Context: an optimization exercise on an open-source flow, tuned for small area. The choices shown serve that exercise and are no tape-out recipe.
At most, simulation tests tie the RTL to the original design; equivalence was not proved.

==> v35: inputs <==
// rgbvm_core
module rgbvm_core (
    input  wire        clk,
    input  wire        rst,
    input  wire        start,
    input  wire [31:0] entry_ip,
    input  wire [16:0] entry_sp,
    input  wire [16:0] stack_top,
    input  wire [16:0] stack_low,
    input  wire        budget_en,
    input  wire [31:0] budget,
    output wire        busy,
    output reg         done,
    output wire [2:0]  status,
    output wire [31:0] res_ip,
    output wire [16:0] res_sp,
    output wire [31:0] res_count,
    output reg         mem_en,
    output reg         mem_we,
    output wire [15:0] mem_addr,
    output wire [7:0]  mem_wdata,
    input  wire [7:0]  mem_rdata,
    output wire        call_req,
    output wire [7:0]  call_id,
    output wire [16:0] call_sp,
    input  wire        call_ack,
    input  wire        call_ok,
    output wire        out_req,
    output wire [7:0]  out_data,
    input  wire        out_ack,
    input  wire        out_ok
);
    localparam [2:0] ST_HALTED    = 3'd0;
    localparam [2:0] ST_INVALIDOP = 3'd1;
    localparam [2:0] ST_OVERFLOW  = 3'd2;
    localparam [2:0] ST_UNDERFLOW = 3'd3;
    localparam [2:0] ST_DIVZERO   = 3'd4;
    localparam [2:0] ST_INVCALL   = 3'd5;
    localparam [2:0] ST_OOB       = 3'd6;
    localparam [2:0] ST_YIELDED   = 3'd7;
    localparam [7:0] OP_NOOP  = 8'h00, OP_PUSH  = 8'h01, OP_POP   = 8'h02,
                     OP_PC8   = 8'h03, OP_PC16  = 8'h04, OP_PC32  = 8'h05,
                     OP_DUP   = 8'h06, OP_SWAP  = 8'h07, OP_POP8  = 8'h08,
                     OP_PUSH8 = 8'h09, OP_CONS  = 8'h0A, OP_OUT   = 8'h0E,
                     OP_HALT  = 8'h0F, OP_ADD   = 8'h10, OP_SUB   = 8'h11,
                     OP_MUL   = 8'h12, OP_DIV   = 8'h13, OP_MOD   = 8'h14,
                     OP_INV   = 8'h15, OP_ABS   = 8'h16, OP_ADD8  = 8'h17,
                     OP_JRNZ  = 8'h20, OP_JRZ   = 8'h21, OP_JR    = 8'h22,
                     OP_CALL  = 8'h23, OP_EQ    = 8'h30, OP_NEQ   = 8'h31,
                     OP_LT    = 8'h32, OP_BT    = 8'h33, OP_LTE   = 8'h34,
                     OP_BTE   = 8'h35, OP_SIN   = 8'h40, OP_COS   = 8'h41;
  ...
export LEC_CHECK = 0
export ABC_AREA = 1
export CAP_MARGIN = 20
export CORE_MARGIN = 2
export CORE_UTILIZATION = 40
export SLEW_MARGIN = 20
create_clock -name core_clock -period 9.5 [get_ports {clk}]
standard.sh (not shown) runs the stock make flow with config.mk's settings and CLKGATE_MAP_FILE= SYNTH_SCRIPT=/design/flow/synth_recipe.tcl, a recipe that flattens the netlist after the stock synthesis.
==> flow/flow/run.sh <==
#!/bin/bash
# The standard layout with three changes: port buffers from the smallest
# buffer cell, a clock tree of clkbuf_8 without dummy loads, and the
# floorplan's combinational cells set to their smallest drive strength before
# placement (the later repair steps size up what timing needs).
set -euo pipefail
export BUFFER_PORTS_ARGS="-buffer_cell sky130_fd_sc_hd__buf_1"
export CTS_ARGS="-sink_clustering_enable -repair_clock_nets -dont_use_dummy_load -buf_list sky130_fd_sc_hd__clkbuf_8"
bash standard.sh floorplan > standard_floorplan.log 2>&1
export DS_DB="orfs/results/${FLOW_PLATFORM}/rgbvm_core/base/2_floorplan.odb"
export DS_DONT_USE="$(make -s -f - print-dont-use <<'MK' 2>/dev/null || true
include config.mk
print-dont-use: ; @echo $(DONT_USE_CELLS)
MK
)"
openroad -no_init -exit flow/downsize.tcl > downsize.log 2>&1
bash standard.sh finish > standard_finish.log 2>&1
==> flow/flow/downsize.tcl <==
# Swap each combinational cell of the floorplan for the smallest cell of its
# family (same function and pins, lower drive strength). Flip-flops, clock
# cells and tap cells keep their masters. Later repair steps size cells up
# again where timing, slew or capacitance call for it.
read_db $::env(DS_DB)
set db [ord::get_db]
set block [ord::get_db_block]
set dont_use [split $::env(DS_DONT_USE)]
set swapped 0
set saved 0
foreach inst [$block getInsts] {
    set master [$inst getMaster]
    set name [$master getName]
    if {![regexp {^(sky130_fd_sc_hd__[a-z0-9]+)_([0-9]+)$} $name -> base drive]} {
        continue
    }
    if {[regexp {__(df|edf|sdf|dl|sdl|clk|tap|fill|decap|conb|diode|lpflow|probe)} $base]} {
        continue
    }
    set best $master
    foreach d {0 1 2 4} {
        set cand [$db findMaster ${base}_$d]
        if {$cand == "NULL" || $cand eq ""} { continue }
        if {[lsearch -exact $dont_use [$cand getName]] >= 0} { continue }
        if {[$cand getWidth] < [$best getWidth]} { set best $cand }
    }
    if {$best ne $master} {
        incr saved [expr {[$master getWidth] - [$best getWidth]}]
        $inst swapMaster $best
        incr swapped
    }
}
puts "downsize: swapped $swapped cells, width saved $saved dbu"
write_db $::env(DS_DB)
==> v12: changes against v35 <==
--- a/flow/design.v
+++ b/flow/design.v
@@ -82,14 +82,14 @@
     reg [2:0]  i;         
     reg        ph;        
     wire [4:0] k = ip[21:17];
     reg        c;         
     reg        z;         
-    reg        pm;        
-    reg        fa;        
-    reg        fb;        
-    reg        mb;        
+    wire       pm = ip[22];    
+    wire       fa = ip[23];    
+    wire       fb = ip[24];    
+    wire       mb = ip[25];    
     assign res_ip    = ip;
     assign res_sp    = sp;
     assign res_count = count;
     assign busy      = !(state[4] && state[3]);
     assign status    = state[2:0];
@@ -110,10 +110,32 @@
             OP_PC8, OP_ADD8, OP_JRNZ, OP_JRZ, OP_JR, OP_CALL: op_len = 3'd2;
             OP_PC32: op_len = 3'd5;
             default: op_len = 3'd1;
         endcase
     endfunction
+    function [18:0] add18(input [17:0] a, input [17:0] b, input ci);    
+        integer n;
+        reg cy;
+        begin
+            cy = ci;
+            for (n = 0; n < 18; n = n + 1) begin
+                add18[n] = a[n] ^ b[n] ^ cy;
+                cy = (a[n] & b[n]) | (cy & (a[n] ^ b[n]));
+            end
+            add18[18] = cy;
+        end
+    endfunction
+    function lt17(input [16:0] a, input [16:0] b);
+        integer n;
+        reg l;
+        begin
+            l = 1'b0;
+            for (n = 0; n < 17; n = n + 1)
+                l = (~a[n] & b[n]) | (~(a[n] ^ b[n]) & l);
+            lt17 = l;
+        end
+    endfunction
     wire [7:0] opc = {1'b0, op};
     wire is_bin = (opc == OP_SWAP) || (opc == OP_ADD) || (opc == OP_SUB) ||
                   (opc == OP_MUL) || (opc == OP_DIV) || (opc == OP_MOD) ||
                   (opc == OP_EQ) || (opc == OP_NEQ) || (opc == OP_LT) ||
                   (opc == OP_BT) || (opc == OP_LTE) || (opc == OP_BTE);
@@ -129,22 +151,24 @@
     wire is_div = (opc == OP_DIV) || (opc == OP_MOD);
     wire [2:0]  len = op_len(opc);
     wire [15:0] ea  = R[31:16];
     wire        chk_doob  = ((opc == OP_PUSH) || (opc == OP_POP)) && (&ea[15:2]) && (ea[1:0] != 2'b00);
     wire        via_ea    = (opc == OP_PUSH) || (opc == OP_POP) || (opc == OP_PUSH8) || (opc == OP_POP8);
-    wire [2:0]  ea_d = ea[2:0] - sp[2:0];
+    wire [18:0] ea_ds = add18({15'd0, ea[2:0]}, {15'd0, ~sp[2:0]}, 1'b1);
+    wire [2:0]  ea_d = ea_ds[2:0];
     wire        bwd  = (opc == OP_POP) ? (ea_d == 3'd1 || ea_d == 3'd2 || ea_d == 3'd3)
                                        : (ea_d == 3'd5 || ea_d == 3'd6 || ea_d == 3'd7);
     localparam [2:0] A_0 = 3'd0, A_R = 3'd1, A_SH = 3'd2, A_S8 = 3'd3, A_LEN = 3'd4, A_M = 3'd5,
                      A_SIN = 3'd6;
     localparam [2:0] B_0 = 3'd0, B_M = 3'd1, B_SIN = 3'd2, B_IP = 3'd3, B_CNT = 3'd4;
     reg  [2:0] asel, bsl;
     reg        ia, ib;
     reg  [7:0] a_v, b_v;
     wire       i0 = (i[1:0] == 2'd0);
-    wire [7:0] sin_idx = {mem_rdata[7:6] + {1'b0, op[0]}, mem_rdata[5:0]};
-    wire [5:0] sin_m   = sin_idx[6] ? (6'd0 - sin_idx[5:0]) : sin_idx[5:0];
+    wire [7:0] sin_idx = {R[31] ^ (R[30] & op[0]), R[30] ^ op[0], R[29:24]};
+    wire [18:0] sin_ng = add18({12'd0, ~sin_idx[5:0]}, 18'd0, 1'b1);
+    wire [5:0] sin_m   = sin_idx[6] ? sin_ng[5:0] : sin_idx[5:0];
     wire       sin_64  = sin_idx[6] && (sin_idx[5:0] == 6'd0);
     wire       sin_h   = sin_idx[7] && (sin_idx[6:0] != 7'd0);
     wire [4:0] sin_e;
     rgbvm_sin_e u_sin (.m(sin_m), .e(sin_e));
     reg        cx;
@@ -164,11 +188,12 @@
             B_IP:    b_v = ip[7:0];
             B_CNT:   b_v = count[7:0];
             default: b_v = 8'd0;
         endcase
     end
-    wire [8:0] alu   = {1'b0, a_v ^ {8{ia}}} + {1'b0, b_v ^ {8{ib}}} + {8'd0, c | cx};
+    wire [18:0] alu_s = add18({10'd0, a_v ^ {8{ia}}}, {10'd0, b_v ^ {8{ib}}}, c | cx);
+    wire [8:0] alu   = alu_s[8:0];
     wire [7:0] alu_o = alu[7:0];
     wire       alu_c = alu[8];
     wire lt_n = (mem_rdata[7] != R[7]) ? mem_rdata[7] : alu_o[7];
     wire z_n  = z && (alu_o == 8'd0);
     reg  cmp_res;
@@ -182,26 +207,43 @@
             default: cmp_res = !lt_n;
         endcase
     end
     wire taken = (opc == OP_JR) || (opc == OP_JRNZ && !z) || (opc == OP_JRZ && z);
     wire [7:0] bud = budget[8*i[1:0] +: 8];
-    wire [1:0] ip_up = {ip[31], ip[16]} + {1'b0, alu_c} - {1'b0, (state == S_IPB) && R[31]};
+    wire       ip_dn = (state == S_IPB) && R[31];
+    wire [1:0] ip_up = (alu_c == ip_dn) ? {ip[31], ip[16]} :
+                       alu_c ? {ip[16], !ip[16]} : {!ip[16], !ip[16]};
     wire last = (i[1:0] == 2'd3);
+    wire [2:0] i_inc = {i[2] ^ (i[1] & i[0]), i[1] ^ i[0], ~i[0]};
+    wire [18:0] k_ds = add18({13'd0, k}, 18'h3FFFF, 1'b0);
+    wire [4:0] k_dec = k_ds[4:0];
     assign call_req = (state == S_HOST) && (opc == OP_CALL);
     assign out_req  = (state == S_HOST) && (opc == OP_OUT);
     assign call_id  = R[31:24];
     assign out_data = R[31:24];
     assign call_sp  = sp;
     assign mem_wdata = alu_o;
     reg        b_ip, nos, spo;
     reg [1:0]  oj;
     wire [3:0]  off  = spo ? {room, 3'b100} :
                        (state == S_OPND) ? {1'b0, i} : {1'b0, nos, oj};
-    wire [17:0] adr  = (b_ip ? {2'b00, ip[15:0]} : {1'b0, sp}) + {{14{off[3]}}, off};
+    wire [17:0] adr_b = b_ip ? {2'b00, ip[15:0]} : {1'b0, sp};
+    wire [18:0] adr_l = add18({15'd0, adr_b[2:0]}, {15'd0, off[2:0]}, 1'b0);
+    reg  [17:0] adr;
+    reg         adr_t;
+    integer     an;
+    always @(*) begin
+        adr[2:0] = adr_l[2:0];
+        adr_t    = adr_l[3] ^ off[3];
+        for (an = 3; an < 18; an = an + 1) begin
+            adr[an] = adr_b[an] ^ adr_t;
+            adr_t   = adr_t & (adr_b[an] ^ off[3]);
+        end
+    end
     assign mem_addr = adr[15:0];
     wire        sp_eq     = (adr[16:2] == stack_top[16:2]);
-    wire        chk_under = room && (adr[17] || (adr[16:0] < stack_low));
+    wire        sp_low    = lt17(sp, stack_low);
     always @(*) begin
         mem_en = 1'b0;
         mem_we = 1'b0;
         b_ip   = 1'b0;
         spo    = 1'b0;
@@ -223,11 +265,11 @@
                 mem_en = !ph;
                 b_ip   = 1'b1;
             end
             S_SEXT: begin
                 bsl = B_0;
-                ia  = fa;
+                ia  = R[31];
             end
             S_LD: begin
                 mem_en = !ph;
                 nos    = 1'b0;
             end
@@ -236,17 +278,10 @@
                 mem_we = ph;
                 case (opc)
                     OP_ADD:  asel = A_R;
                     OP_SUB:  begin asel = A_R; ia = 1'b1; end
                     OP_ADD8: asel = A_S8;
-                    OP_SIN, OP_COS: begin
-                        asel = A_SIN;
-                        bsl  = B_SIN;
-                        ia   = i0 && sin_h;
-                        ib   = i0 && sin_h;
-                        cx   = i0 && sin_h;
-                    end
                     OP_INV:  ib = 1'b1;
                     OP_ABS:  ib = fa;
                     default: ib = (k == 5'd0) ? fa : (fa ^ fb);    
                 endcase
             end
@@ -270,12 +305,18 @@
             S_WR: begin
                 mem_en = 1'b1;
                 mem_we = 1'b1;
                 bsl    = B_0;
                 if (opc == OP_MOD) ia = fa;
-                if (!(opc == OP_EQ || opc == OP_NEQ || opc == OP_LT ||
-                      opc == OP_BT || opc == OP_LTE || opc == OP_BTE))
+                if (opc == OP_SIN || opc == OP_COS) begin
+                    asel = A_SIN;
+                    bsl  = B_SIN;
+                    ia   = i0 && sin_h;
+                    ib   = i0 && sin_h;
+                    cx   = i0 && sin_h;
+                end else if (!(opc == OP_EQ || opc == OP_NEQ || opc == OP_LT ||
+                               opc == OP_BT || opc == OP_LTE || opc == OP_BTE))
                     asel = A_R;
             end
             S_CMP: begin
                 mem_en = !ph;
                 asel   = A_R;
@@ -321,11 +362,15 @@
             S_CNT: bsl = B_CNT;
             S_CHK: begin
                 oj  = 2'd0;
                 nos = 1'b0;
             end
-            S_CHK2: spo = 1'b1;
+            S_CHK2: begin
+                spo = !ph;      
+                nos = 1'b1;
+                oj  = 2'd0;
+            end
             S_XCH: begin
                 if (i[1]) asel = A_R;
                 else      bsl  = B_IP;
                 if (i[1]) bsl  = B_0;
             end
@@ -348,10 +393,27 @@
             i     <= 3'd0;
             ph    <= 1'b0;
             c     <= cinit;
         end
     endtask
+    task automatic dispatch;
+        begin
+                        z <= 1'b1;
+                        case (opc)
+                            OP_NOOP, OP_HALT, OP_CONS, OP_JR: pass(S_IPA, 1'b0);
+                            OP_CALL: state <= S_HOST;
+                            OP_PUSH, OP_POP, OP_POP8, OP_PUSH8: pass(S_XCH, 1'b0);
+                            OP_DUP: pass(S_COPY, 1'b0);
+                            OP_PC8, OP_PC16, OP_PC32: pass(S_WR, 1'b0);
+                            OP_INV: pass(S_RMW, 1'b1);
+                            OP_ABS: pass(S_SGN0, 1'b0);
+                            OP_ADD8: pass(S_RMW, 1'b0);
+                            OP_MUL: pass(S_CLR, 1'b0);
+                            default: pass(S_LD, 1'b0);   
+                        endcase
+        end
+    endtask
     task automatic shift_r;
         R <= {alu_o, R[31:8]};
     endtask
     always @(posedge clk) begin
         if (rst) begin
@@ -396,64 +458,63 @@
                 end
                 S_OPND: begin
                     ph <= !ph;
                     if (ph) begin
                         shift_r;
-                        fa <= mem_rdata[7];
-                        i  <= i + 3'd1;
-                        if (i + 3'd1 == len)
+                        i  <= i_inc;
+                        if (i_inc == len)
                             state <= (opc == OP_PC8 || opc == OP_PC16) ? S_SEXT : S_CHK;
                     end
                 end
                 S_SEXT: begin
                     shift_r;
-                    i <= i + 3'd1;
+                    i <= i_inc;
                     if (i == 3'd4)
                         state <= S_CHK;
                 end
                 S_CHK: begin
                     if (need1 && sp_eq)
                         finish(ST_OVERFLOW);
                     else
                         state <= S_CHK2;
                 end
                 S_CHK2: begin
-                    if (is_bin && sp_eq)
-                        finish(ST_OVERFLOW);
-                    else if (chk_under)
-                        finish(ST_UNDERFLOW);
-                    else if (chk_doob)
-                        finish(ST_OOB);
-                    else begin
-                        if (room)
+                    if (!ph) begin
+                        if (is_bin && sp_eq)
+                            finish(ST_OVERFLOW);
+                        else if (room) begin
                             sp <= adr[16:0];
-                        z <= 1'b1;
-                        case (opc)
-                            OP_NOOP, OP_HALT, OP_CONS, OP_JR: pass(S_IPA, 1'b0);
-                            OP_CALL: state <= S_HOST;
-                            OP_PUSH, OP_POP, OP_POP8, OP_PUSH8: pass(S_XCH, 1'b0);
-                            OP_DUP: pass(S_COPY, 1'b0);
-                            OP_PC8, OP_PC16, OP_PC32: pass(S_WR, 1'b0);
-                            OP_INV: pass(S_RMW, 1'b1);
-                            OP_ABS: pass(S_SGN0, 1'b0);
-                            OP_ADD8, OP_SIN, OP_COS: pass(S_RMW, 1'b0);
-                            OP_MUL: pass(S_CLR, 1'b0);
-                            default: pass(S_LD, 1'b0);   
-                        endcase
+                            z  <= adr[17];       
+                            ph <= 1'b1;
+                        end else if (chk_doob)
+                            finish(ST_OOB);
+                        else
+                            dispatch;
+                    end else begin
+                        if (z || sp_low) begin
+                            sp <= adr[16:0];
+                            finish(ST_UNDERFLOW);
+                        end else if (chk_doob) begin
+                            sp <= adr[16:0];
+                            finish(ST_OOB);
+                        end else
+                            dispatch;
                     end
                 end
                 S_LD: begin
                     ph <= !ph;
                     if (ph) begin
                         if (opc != OP_JRNZ && opc != OP_JRZ)
                             shift_r;
                         if (mem_rdata != 8'd0) z <= 1'b0;
-                        fb <= mem_rdata[7];
-                        i  <= i + 3'd1;
-                        if (last || opc == OP_OUT) begin
+                        if (is_div)
+                            ip[24] <= mem_rdata[7];
+                        i  <= i_inc;
+                        if (last || opc == OP_OUT || opc == OP_SIN || opc == OP_COS) begin
                             case (opc)
                                 OP_OUT: state <= S_HOST;
+                                OP_SIN, OP_COS: pass(S_WR, 1'b0);
                                 OP_JRNZ, OP_JRZ: pass(S_IPA, 1'b0);
                                 OP_SWAP: pass(S_COPY, 1'b0);
                                 OP_ADD: pass(S_RMW, 1'b0);
                                 OP_SUB: pass(S_RMW, 1'b1);
                                 OP_DIV, OP_MOD: begin
@@ -471,33 +532,32 @@
                     end
                 end
                 S_SGN0: begin
                     ph <= !ph;
                     if (ph) begin
-                        fa <= mem_rdata[7];
+                        ip[23] <= mem_rdata[7];
                         pass(S_RMW, mem_rdata[7]);
                     end
                 end
                 S_SGN: begin
                     ph <= !ph;
                     if (ph) begin
-                        mb <= mem_rdata[7];
-                        pm <= (opc == OP_MUL) ? 1'b0 : mem_rdata[7];
+                        ip[25] <= mem_rdata[7];
+                        ip[22] <= (opc == OP_MUL) ? 1'b0 : mem_rdata[7];
                         if (opc == OP_MUL)
                             pass(S_MPASS, 1'b0);
                         else
                             pass(S_DTRY, !fb);
                     end
                 end
                 S_RMW: begin
                     ph <= !ph;
                     if (ph) begin
-                        if (!(opc == OP_SIN || opc == OP_COS))
-                            c <= alu_c;
+                        c <= alu_c;
                         if (opc == OP_ADD || opc == OP_SUB)
                             shift_r;
-                        i <= i + 3'd1;
+                        i <= i_inc;
                         if (last) begin
                             if (is_div && k == 5'd0)    
                                 pass(S_CLR, 1'b0);
                             else
                                 pass(S_IPA, 1'b0);
@@ -505,11 +565,11 @@
                     end
                 end
                 S_COPY: begin
                     ph <= !ph;
                     if (ph) begin
-                        i <= i + 3'd1;
+                        i <= i_inc;
                         if (last || opc == OP_POP8) begin
                             if (opc == OP_SWAP)
                                 pass(S_WR, 1'b0);
                             else if (via_ea)
                                 pass(S_XBK, 1'b0);
@@ -517,41 +577,42 @@
                                 pass(S_IPA, 1'b0);
                         end
                     end
                 end
                 S_WR: begin
-                    c <= alu_c;
+                    if (!(opc == OP_SIN || opc == OP_COS))
+                        c <= alu_c;
                     shift_r;
-                    i <= i + 3'd1;
+                    i <= i_inc;
                     if (last)
                         pass(S_IPA, 1'b0);
                 end
                 S_CMP: begin
                     ph <= !ph;
                     if (ph) begin
                         c <= alu_c;
                         shift_r;
                         z <= z_n;
-                        i <= i + 3'd1;
+                        i <= i_inc;
                         if (last)
                             pass(S_WR, cmp_res);
                     end
                 end
                 S_CLR: begin
                     shift_r;
-                    i <= i + 3'd1;
+                    i <= i_inc;
                     ip[21:17] <= 5'd31;
                     if (last)
                         pass(S_SGN, 1'b0);
                 end
                 S_MPASS, S_DTRY, S_DRST: begin
                     ph <= !ph;
                     if (ph) begin
                         c  <= alu_c;
-                        pm <= R[7];
+                        ip[22] <= R[7];
                         shift_r;
-                        i  <= i + 3'd1;
+                        i  <= i_inc;
                         if (last) begin
                             if (state == S_MPASS)
                                 pass(S_SHL, 1'b0);
                             else if (state == S_DTRY && !alu_c)
                                 pass(S_DRST, fb);
@@ -562,13 +623,13 @@
                 end
                 S_SHL: begin
                     ph <= !ph;
                     if (ph) begin
                         c <= alu_c;
-                        i <= i + 3'd1;
+                        i <= i_inc;
                         if (last) begin
-                            ip[21:17] <= k - 5'd1;
+                            ip[21:17] <= k_dec;
                             if (k == 5'd0) begin
                                 if (opc == OP_DIV)
                                     pass(S_RMW, fa ^ fb);
                                 else
                                     pass(S_WR, (opc == OP_MOD) && fa);
@@ -578,18 +639,18 @@
                     end
                 end
                 S_XCH: begin
                     shift_r;
                     ip[15:0] <= {alu_o, ip[15:8]};
-                    i <= i + 3'd1;
+                    i <= i_inc;
                     if (last)
                         pass(S_COPY, 1'b0);
                 end
                 S_XBK: begin
                     shift_r;
                     ip[15:0] <= {alu_o, ip[15:8]};
-                    i <= i + 3'd1;
+                    i <= i_inc;
                     if (i[0])
                         pass(S_IPA, 1'b0);
                 end
                 S_HOST: begin
                     if ((call_req && call_ack) || (out_req && out_ack)) begin
@@ -602,11 +663,11 @@
                 S_IPA, S_IPB: begin
                     if (state == S_IPA && i == 3'd0 && pops)
                         sp <= adr[16:0];
                     ip[15:0] <= {alu_o, ip[15:8]};
                     c <= alu_c;
-                    i <= i + 3'd1;
+                    i <= i_inc;
                     if (i[0]) begin
                         ip[16]    <= ip_up[0];
                         ip[31:17] <= {15{ip_up[1]}};
                         if (state == S_IPA && taken)
                             pass(S_IPB, 1'b0);
@@ -617,11 +678,11 @@
                     end
                 end
                 S_CNT: begin
                     count <= {alu_o, count[31:8]};
                     c <= alu_c;
-                    i <= i + 3'd1;
+                    i <= i_inc;
                     if (alu_o != bud) z <= 1'b0;
                     if (last) begin
                         if (opc == OP_HALT)
                             finish(ST_HALTED);
                         else
==> flow_summary.toml <==
[clocking]
clock-sinks = 132

[floorplanning]
die_area_sq_um = 29900

[status]
run_status = "finished clean"

[critical_path]
crit_family = "adder cells"
timing.critical_path.buf_inv = 6

[grt]
antenna_found_initial = 1
grt_pass1_vias = 11500

[yosys]
synth_common_cells = "285 x nand2_1, 217 x inv_1, 209 x nor2_1"
synthSimpleGateAreaFrac_pct = 28.2

[hold_path]
min_from = "R[9]"
[end of results for v12]
==> flow_summary.toml <==
[status]
run_status = "finished clean"

[yosys]
synth_common_cells = "448 x nand2_1, 252 x inv_1, 191 x nor2_1"
synth_top_area_cell = "edfxtp_1"

[sta]
period_minus_slack_ps = 8540

[floorplanning]
die_area_sq_um = 32800

[critical_path]
crit_family = "simple AND/OR/NAND/NOR gates"

[grt]
grt_pass1_vias = 12600
antenna_found_initial = 0

[clocking]
clock-sinks = 136

[routing]
vias_per_cell = 5.56

[hold_path]
min_from = "R[11]"

[layout]
regArea_sq_um = 4020
[end of results for v35]
For v35, only the layout was checked, not whether the RTL still works.

-- re-timing with driven ports --
The flow's constraints put no driver on any port. The routed layouts listed below were extracted and timed again, unchanged, in two steps.
Step 1: set_driving_cell puts a clkbuf_16 on clk and a buf_2 on each other input, an assumption about the parent block.
Step 2 times the ports against the registers' clock, not the clock port: input delays grow and output delays shrink by t, the midpoint of the rising clock arrivals with the driver on.
Slacks: ideal ports / drivers / drivers and shift; pairs: ideal ports / drivers.
run | shift t [ns] | setup WS [ns] | latest minus earliest clock arrival (ns) | worst register clock-pin slew, ns
v35 | 0.506 | 0.956 / 0.936 / 0.936 | 0.042 / 0.042 | 0.10 / 0.10
v12 | 0.492 | 0.427 / 0.378 / 0.871 | 0.045 / 0.045 | 0.10 / 0.10
After both steps every run listed still meets setup and hold. The setup slack of v35, which loses most, moves by -0.020 ns with the drivers and by -0.020 ns with both steps.
